Context: an optimization exercise on an open-source flow, tuned for small area, a short achievable clock period and few clock cycles per item. The choices shown serve that exercise and are no tape-out recipe. Only simulation tests tie the RTL to the original design; equivalence was not proved.

$ cat config.mk
export PLATFORM = sky130hd
export DESIGN_NAME = hme_refine
export DESIGN_NICKNAME = hme_refine
export VERILOG_FILES = /design/flow/design.v
export SDC_FILE = /design/flow/constraint.sdc
export NUM_CORES = 4
export LEC_CHECK = 0
export CAP_MARGIN = 20
export CORE_MARGIN = 2
export CORE_UTILIZATION = 25
export PLACE_DENSITY = 0.5
export SLEW_MARGIN = 20
$ cat constraint.sdc
create_clock -name core_clock -period 24.0 [get_ports {clk}]
set_input_delay 4.8000 -clock core_clock [delete_from_list [all_inputs] [get_ports {clk}]]
set_output_delay 4.8000 -clock core_clock [all_outputs]
set_load 0.01 [all_outputs]
$ cat design.v
module hme_refine (
    input  wire         clk,
    input  wire         rst,
    input  wire         start,
    input  wire         level,           
    input  wire [4:0]   grid_rows_m1,    
    input  wire [4:0]   grid_cols_m1,    
    output reg          busy,
    output reg          done,
    output reg          seed_req,
    output reg  [4:0]   seed_mb_row,
    output reg  [4:0]   seed_mb_col,
    input  wire [6:0]   seed_dy,
    input  wire [6:0]   seed_dx,
    output wire         ref_req,
    output reg  [10:0]  ref_y,
    output reg  [10:0]  ref_x,
    input  wire [127:0] ref_row,
    output wire         tgt_req,
    output reg  [10:0]  tgt_y,
    output reg  [10:0]  tgt_x,
    input  wire [127:0] tgt_row,
    output reg          res_valid,
    output wire [4:0]   res_mb_row,
    output wire [4:0]   res_mb_col,
    output wire [7:0]   res_dy,
    output wire [7:0]   res_dx,
    output wire [19:0]  res_cost
);
    localparam S_IDLE = 3'd0;
    localparam S_SW1  = 3'd1;    
    localparam S_SW2  = 3'd2;    
    localparam S_LOAD = 3'd3;    
    localparam S_RUN  = 3'd4;    
    localparam S_FIN  = 3'd5;    
    reg [2:0] state;
    reg       lvl1;
    reg [4:0] gr_m1, gc_m1;
    reg [4:0]  mb_r, mb_c;       
    reg [3:0]  cand;             
    reg        cid;              
    reg        first;            
    reg [7:0]  uy, ux;           
    reg [6:0]  nsy, nsx;         
    reg        sp;               
    reg        pf;               
    reg [10:0] obx;              
    reg        req;
    assign ref_req = req;
    assign tgt_req = req;
    wire last_mb_c = (mb_c == gc_m1);
    wire last_mb_r = (mb_r == gr_m1);
    wire last_mb   = last_mb_c & last_mb_r;
    wire [4:0] nx_r = last_mb_c ? mb_r + 5'd1 : mb_r;
    wire [4:0] nx_c = last_mb_c ? 5'd0 : mb_c + 5'd1;
    wire [10:0] s_size = lvl1 ? 11'd32 : 11'd64;
    wire [7:0]  s_vec  = lvl1 ? 8'd32 : 8'd64;
    wire [10:0] ty  = lvl1 ? {1'b0, mb_r, 5'd0} : {mb_r, 6'd0};
    wire [10:0] tx  = lvl1 ? {1'b0, mb_c, 5'd0} : {mb_c, 6'd0};
    wire [10:0] nty = lvl1 ? {1'b0, nx_r, 5'd0} : {nx_r, 6'd0};
    wire [10:0] ntx = lvl1 ? {1'b0, nx_c, 5'd0} : {nx_c, 6'd0};
    wire seg_last = lvl1 ? tgt_x[4] : (tgt_x[5:4] == 2'b11);
    wire row_last = lvl1 ? (tgt_y[4:0] == 5'd31) : (tgt_y[5:0] == 6'd63);
    wire blk_last = seg_last & row_last;
    wire up_ok = (mb_r != 5'd0);
    wire dn_ok = !last_mb_r;
    wire lf_ok = (mb_c != 5'd0);
    wire rt_ok = !last_mb_c;
    wire uy_p = (uy == s_vec);           
    wire uy_0 = (uy == 8'd0);            
    wire uy_m = (uy == 8'd0 - s_vec);    
    wire ux_p = (ux == s_vec);
    wire ux_0 = (ux == 8'd0);
    wire ux_m = (ux == 8'd0 - s_vec);
    wire [9:1] nb_ok = {
        dn_ok & rt_ok & ~(uy_m & ux_m),
        dn_ok         & ~(uy_m & ux_0),
        dn_ok & lf_ok & ~(uy_m & ux_p),
                rt_ok & ~(uy_0 & ux_m),
                        ~(uy_0 & ux_0),
                lf_ok & ~(uy_0 & ux_p),
        up_ok & rt_ok & ~(uy_p & ux_m),
        up_ok         & ~(uy_p & ux_0),
        up_ok & lf_ok & ~(uy_p & ux_p)
    };
    reg [3:0] ncand;
    reg       nhas;
    integer   n;
    always @(*) begin
        ncand = 4'd0;
        nhas  = 1'b0;
        for (n = 9; n >= 1; n = n - 1) begin
            if (nb_ok[n] && n > cand) begin
                ncand = n[3:0];
                nhas  = 1'b1;
            end
        end
    end
    wire [1:0] na = (ncand <= 4'd3) ? 2'd0 : (ncand <= 4'd6) ? 2'd1 : 2'd2;
    wire [1:0] nb = (ncand == 4'd1 || ncand == 4'd4 || ncand == 4'd7) ? 2'd0 :
                    (ncand == 4'd2 || ncand == 4'd5 || ncand == 4'd8) ? 2'd1 : 2'd2;
    wire [10:0] n_oy = (na == 2'd0) ? ty - s_size : (na == 2'd1) ? ty : ty + s_size;
    wire [10:0] n_ox = (nb == 2'd0) ? tx - s_size : (nb == 2'd1) ? tx : tx + s_size;
    wire [7:0] nuy = {nsy, 1'b0};
    wire [7:0] nux = {nsx, 1'b0};
    reg  abort_r, abort_cid;
    wire ab = abort_r & (abort_cid == cid);
    wire cand_end = blk_last | ab;
    reg        d1_v, d1_first, d1_last, d1_fin, d1_cid;
    reg [3:0]  d1_cand;
    reg        d2_v, d2_first, d2_last, d2_fin, d2_cid;
    reg [3:0]  d2_cand;
    reg [7:0]  ad [0:15];
    reg        d3_v, d3_first, d3_last, d3_fin, d3_cid;
    reg [3:0]  d3_cand;
    reg [11:0] ssum;
    reg  [19:0] acc;
    reg         dead;
    reg  [19:0] thr;             
    reg  [7:0]  b_dy, b_dx;      
    reg  [4:0]  b_r, b_c;        
    reg         have;            
    assign res_mb_row = b_r;
    assign res_mb_col = b_c;
    assign res_dy     = b_dy;
    assign res_dx     = b_dx;
    assign res_cost   = thr;
    integer k;
    reg [11:0] tsum;
    always @(*) begin
        tsum = 12'd0;
        for (k = 0; k < 16; k = k + 1)
            tsum = tsum + {4'd0, ad[k]};
    end
    wire        live    = d3_v & (d3_first | ~dead);
    wire [19:0] acc_new = (d3_first ? 20'd0 : acc) + {8'd0, ssum};
    wire        is_seed = (d3_cand == 4'd0);
    wire        kill    = live & ~is_seed & (acc_new >= thr);
    wire [1:0]  fa = (d3_cand <= 4'd3) ? 2'd0 : (d3_cand <= 4'd6) ? 2'd1 : 2'd2;
    wire [1:0]  fb = (d3_cand == 4'd1 || d3_cand == 4'd4 || d3_cand == 4'd7) ? 2'd0 :
                     (d3_cand == 4'd2 || d3_cand == 4'd5 || d3_cand == 4'd8) ? 2'd1 : 2'd2;
    wire [7:0]  f_vy = (fa == 2'd0) ? s_vec : (fa == 2'd1) ? 8'd0 : 8'd0 - s_vec;
    wire [7:0]  f_vx = (fb == 2'd0) ? s_vec : (fb == 2'd1) ? 8'd0 : 8'd0 - s_vec;
    always @(posedge clk) begin
        for (k = 0; k < 16; k = k + 1)
            ad[k] <= (ref_row[8*k +: 8] > tgt_row[8*k +: 8]) ?
                     ref_row[8*k +: 8] - tgt_row[8*k +: 8] :
                     tgt_row[8*k +: 8] - ref_row[8*k +: 8];
        ssum <= tsum;
        acc  <= acc_new;
        {d2_first, d2_last, d2_cid, d2_cand} <= {d1_first, d1_last, d1_cid, d1_cand};
        {d3_first, d3_last, d3_cid, d3_cand} <= {d2_first, d2_last, d2_cid, d2_cand};
        d1_first <= first;
        d1_last  <= blk_last;
        d1_cid   <= cid;
        d1_cand  <= cand;
        abort_cid <= d3_cid;
        if (sp) begin
            nsy <= seed_dy;
            nsx <= seed_dx;
        end
        if (rst) begin
            state     <= S_IDLE;
            busy      <= 1'b0;
            done      <= 1'b0;
            req       <= 1'b0;
            seed_req  <= 1'b0;
            sp        <= 1'b0;
            pf        <= 1'b0;
            d1_v <= 1'b0; d2_v <= 1'b0; d3_v <= 1'b0;
            d1_fin <= 1'b0; d2_fin <= 1'b0; d3_fin <= 1'b0;
            abort_r   <= 1'b0;
            res_valid <= 1'b0;
            have      <= 1'b0;
            dead      <= 1'b0;
        end else begin
            sp       <= seed_req;
            seed_req <= 1'b0;
            d1_v   <= req;
            d1_fin <= (state == S_FIN);
            {d2_v, d2_fin} <= {d1_v, d1_fin};
            {d3_v, d3_fin} <= {d2_v, d2_fin};
            case (state)
                S_IDLE: begin
                    if (start && !busy) begin
                        lvl1        <= level;
                        gr_m1       <= grid_rows_m1;
                        gc_m1       <= grid_cols_m1;
                        mb_r        <= 5'd0;
                        mb_c        <= 5'd0;
                        busy        <= 1'b1;
                        seed_req    <= 1'b1;
                        seed_mb_row <= 5'd0;
                        seed_mb_col <= 5'd0;
                        state       <= S_SW1;
                    end
                end
                S_SW1: state <= S_SW2;
                S_SW2: state <= S_LOAD;
                S_LOAD: begin
                    uy    <= nuy;
                    ux    <= nux;
                    ref_y <= ty - {{3{nuy[7]}}, nuy};
                    ref_x <= tx - {{3{nux[7]}}, nux};
                    obx   <= tx - {{3{nux[7]}}, nux};
                    tgt_y <= ty;
                    tgt_x <= tx;
                    cand  <= 4'd0;
                    cid   <= ~cid;
                    first <= 1'b1;
                    req   <= 1'b1;
                    pf    <= 1'b1;
                    state <= S_RUN;
                end
                S_RUN: begin
                    first <= 1'b0;
                    pf    <= 1'b0;
                    if (pf && !last_mb) begin
                        seed_req    <= 1'b1;
                        seed_mb_row <= nx_r;
                        seed_mb_col <= nx_c;
                    end
                    if (!cand_end) begin
                        if (seg_last) begin
                            ref_x <= obx;
                            tgt_x <= tx;
                            ref_y <= ref_y + 11'd1;
                            tgt_y <= tgt_y + 11'd1;
                        end else begin
                            ref_x <= ref_x + 11'd16;
                            tgt_x <= tgt_x + 11'd16;
                        end
                    end else if (nhas) begin
                        ref_y <= n_oy;
                        ref_x <= n_ox;
                        obx   <= n_ox;
                        tgt_y <= ty;
                        tgt_x <= tx;
                        cand  <= ncand;
                        cid   <= ~cid;
                        first <= 1'b1;
                    end else if (!last_mb) begin
                        mb_r  <= nx_r;
                        mb_c  <= nx_c;
                        uy    <= nuy;
                        ux    <= nux;
                        ref_y <= nty - {{3{nuy[7]}}, nuy};
                        ref_x <= ntx - {{3{nux[7]}}, nux};
                        obx   <= ntx - {{3{nux[7]}}, nux};
                        tgt_y <= nty;
                        tgt_x <= ntx;
                        cand  <= 4'd0;
                        cid   <= ~cid;
                        first <= 1'b1;
                        pf    <= 1'b1;
                    end else begin
                        req   <= 1'b0;
                        state <= S_FIN;
                    end
                end
                S_FIN: state <= S_IDLE;
                default: state <= S_IDLE;
            endcase
            abort_r   <= kill;
            res_valid <= 1'b0;
            done      <= 1'b0;
            if (kill)
                dead <= 1'b1;
            else if (d3_v & d3_first)
                dead <= 1'b0;
            if (live & ~kill & d3_last) begin
                thr <= acc_new;
                if (is_seed) begin
                    b_dy <= uy;
                    b_dx <= ux;
                    b_r  <= mb_r;
                    b_c  <= mb_c;
                    have <= 1'b1;
                end else begin
                    b_dy <= f_vy;
                    b_dx <= f_vx;
                end
            end
            if (d3_v & d3_first & is_seed & have)
                res_valid <= 1'b1;
            if (d3_fin) begin
                res_valid <= have;
                have      <= 1'b0;
                done      <= 1'b1;
                busy      <= 1'b0;
            end
        end
    end
endmodule
$ cat run.sh
#!/bin/bash
# synth_recipe.tcl (not shown) runs the flow's synth.tcl, then flattens the netlist and writes it again
# the make line also repeats each setting of config.mk as NAME=value (left out here)
make -C /OpenROAD-flow-scripts/flow DESIGN_CONFIG=/design/flow/config.mk WORK_HOME=/design/flow/orfs CLKGATE_MAP_FILE= SYNTH_SCRIPT=/design/flow/synth_recipe.tcl finish
==> run summary <==
[cells in the final DEF, fill, tap and decap left out, types with 27 or more instances in the layout]
master           netlist  final
xnor2_1              124    124
nor2_1               152    151
clkdlybuf4s50_1        0    382
nand2_1              142    142
edfxtp_1             158    158
mux2i_1              135    135
a21o_1                76     76
o211ai_1              27     27
clkbuf_16              0     45
a21oi_1              147    147
nor2b_1               62     62
ha_1                 328    328
nor3_1                49     49
inv_1                594    594
fa_1                 141    141
o21ai_0              119    119
dfxtp_1              201    201
xor2_1                57     57
nand4_1               38     38
nand3_1               55     55
buf_4                  9     30
o22ai_1               29     29
[worst reg2reg max path, cell delays in order (launching register included)]
cell      delay, ns
dfxtp_1        0.31
inv_1          0.07
fa_1           0.56
inv_1          0.08
fa_1           0.52
fa_1           0.57
fa_1           0.53
fa_1           0.54
inv_1          0.05
fa_1           0.59
inv_1          0.06
ha_1           0.28
a21o_1         0.15
a21oi_1        0.22
o21bai_1       0.10
a21oi_1        0.22
nor2b_1        0.08
o21a_1         0.18
o21ai_0        0.14
nand2b_1       0.07
a21oi_1        0.17
xnor2_1        0.27
[metal layers]
| layer | track usage, % | vias up | wire (um) |
|---|---|---|---|
| met2 | 22.85 | 492 | 37780 |
| li1 | - | 11182 | - |
| met5 | 0 | - | 24 |
| met1 | 18.64 | 10356 | 38400 |
| met3 | 2.221 | 91 | 4068 |
| met4 | 3.311 | 4 | 1648 |
[cell families after synthesis]
logic type               after synthesis
XOR/XNOR                             181
buffers and inverters                697
other                                  1
adder cells (fa/ha/maj)              470
multiplexers                         142
AND/OR/NAND/NOR                      603
flip-flops                           359
AO/OA/AOI/OAI                        645
[cell type report]
class	instances	share of cell area, %
antenna	4	0.02784
tap	1512	5.261
multi-input combinational	2048	48.40
timing repair buffer	413	11.32
sequential	359	24.39
clock buffer	54	3.365
clock inverter	29	1.013
inverter	597	6.232
[sequential cells by signal, indices dropped and copies added, names as in the netlist, 10 cells and up]
| signal | count |
|---|---|
| ssum | 12 |
| tgt_y | 11 |
| acc | 20 |
| thr | 20 |
| obx | 10 |
| ref_y | 11 |
| ad | 128 |
| ref_x | 10 |
[stage by stage]
stage	cells	util (%)	setup slack (ns)	instance area, um^2
4_1_cts	5011	31.46	15.69	35920
6_report	5016	31.49	15.99	35960
2_1_floorplan	3104	-	16.18	28800
3_5_place_dp	4928	30.08	15.05	34350
5_1_grt	5015	31.49	15.68	35950
3_3_place_gp	4928	30.08	15.10	34350
[path summary, 6_finish.rpt]
kind,from,endpoint,slack [ns],cells after the start
max,ref_row[56],ad[7][5]$_DFF_P_,15.99,14
min,d1_first$_DFF_P_,d2_first$_DFF_P_,0.32,0
max reg2reg,ad[0][3]$_DFF_P_,ssum[11]$_DFF_P_,18.10,21
min reg2reg,d1_first$_DFF_P_,d2_first$_DFF_P_,0.32,0
==> results.json <==
{
  "antenna_left": 0,
  "status": "finished clean",
  "critPathTopFamily": "compound AO/OA/AOI/OAI gates",
  "crit_chain": "clkdlybuf4s50_1 -> inv_1 -> ha_1 -> fa_1 -> nor2b_1 -> o21ai_0 -> a21boi_0 -> o21ai_0 -> a21boi_0 -> o221ai_1 -> mux2_2 -> a211oi_1 -> and4_1 -> nor3_1",
  "slew_violations": 0,
  "finalHoldViolations": 0,
  "synth_ff_type": "dfxtp_1",
  "die_h_um": 343.3,
  "max_cap_viol_count": 0,
  "synth_top_area_cell": "edfxtp_1",
  "hpwlAfterDp_um": 68190,
  "cts_tree": "yes",
  "grt_pass1_wl_um": 126900,
  "fin_skew_ns": 0.04376,
  "fin_setup_tns_ns": 0,
  "required_ns": 24.49,
  "synthToLayoutAreaGrowth_pct": 24.96,
  "synthMuxAreaShare_pct": 4.970,
  "worst_slew_pin_slew_ns": 1.014,
  "min_path_type": "register to register",
  "post_cts_resized": 0,
  "fmax_ghz": 0.1249,
  "ys_seq_area_share_pct": 30.47,
  "core_um2": 114200,
  "start_util_pct": 25.20,
  "synth_simple_gate_area_share_pct": 10.57,
  "viasPerCell": 4.411,
  "htreeDepth": 2,
  "critPathKind": "input pin to register",
  "drt-initial-drc-count": 1063,
  "final-seq-area_um2": 8768,
  "netlist_top_cells_count": "inv_1, ha_1, dfxtp_1",
  "synth-xor-area-share_pct": 5.509,
  "die-area_um2": 117800,
  "cts_buffers": 45,
  "critPathCaptureType": "register",
  "synth_seq_cells": 359,
  "drc": 0,
  "cts_root_buffer": "clkbuf_16",
  "synth_compound_area_share_pct": 15.12,
  "path_max_fanout": 5,
  "fin_hold_ws_ns": 0.3207,
  "nFillCells": 12011,
  "track_usage_pct": 13.76,
  "drive_above_1_share_pct": 4.343,
  "synth_warnings": 2,
  "ctsHoldBuffers": 0,
  "cpMaxStageDelayCell": "clkdlybuf4s50_1",
  "synth_area_um2": 28780,
  "cts.sink_count": 359,
  "synth_cell_types": 85,
  "multi_input_area_um2": 17400,
  "yosysTopAreaCellShare_pct": 16.49,
  "netlist_instances": 3098,
  "synth_edf_count": 158,
  "path_buf_inv": 2,
  "ios": 390,
  "grt_max_degree": 49,
  "post-cts-setup-buffers": 0,
  "slowest_delay_ns": 0.55,
  "fin_crit_sh_pct": 33.36,
  "rsz0062_at_grt": "no",
  "rows": 124,
  "path_clk_slew_ns": 0.06,
  "cts.path.max_buffers": 3,
  "post_drt_wl_per_cell_um": 16.33,
  "start_kind": "input pin",
  "drtPass1Iterations": 5,
  "fin_crit_ns": 8.005,
  "synthAdderAreaFrac_pct": 24.11,
  "grt_pass1_vias": 22191,
  "syn_area_per_cell_um2": 9.288,
  "synth.area.top_cells": "edfxtp_1, ha_1, dfxtp_1",
  "relSlewSlack_pct": 32.13,
  "cp_data_arrival_time_ns": 8.49,
  "synth_top_family_by_area": "adder cells",
  "yosysMostFrequentCell": "inv_1",
  "wirelength_um": 81920,
  "synthArstFlopShare_pct": 0,
  "antenna_found_initial": 13,
  "die_x_um": 343.3,
  "portBuffers": 382,
  "gr-total-overflow": 0,
  "gp_congestion": 0.8331,
  "worstSkewPairLatency_ns": 0.60,
  "num_vias": 22125,
  "final_nets": 4217,
  "setup_viol": 0
}
Testbench counts, summed over its fixed seeds: cycles 162,504, mbs 337.

==> static timing again, ports no longer ideal <==
Ports are ideal in the flow. The routed layout listed here was re-timed in OpenROAD. Step 1 assumes that a clkbuf_16 drives the clock port and a buf_2 every other input. Step 2, shift: input delay + t, output delay - t, t = (earliest + latest rising clock arrival at the registers) / 2. This alone moves slack from input paths to output paths. Three values: ideal, step 1, step 2; two values: the first two.
t (ns): 0.639
setup WS [ns]: 15.995 / 16.037 / 15.398
hold WS [ns]: 0.321 / 0.321 / 0.321
clock arrival spread, ns: 0.055 / 0.055
After both steps this run still meets setup and hold. For this run, drivers alone change the setup slack by +0.042 ns; drivers and shift together by -0.597 ns.
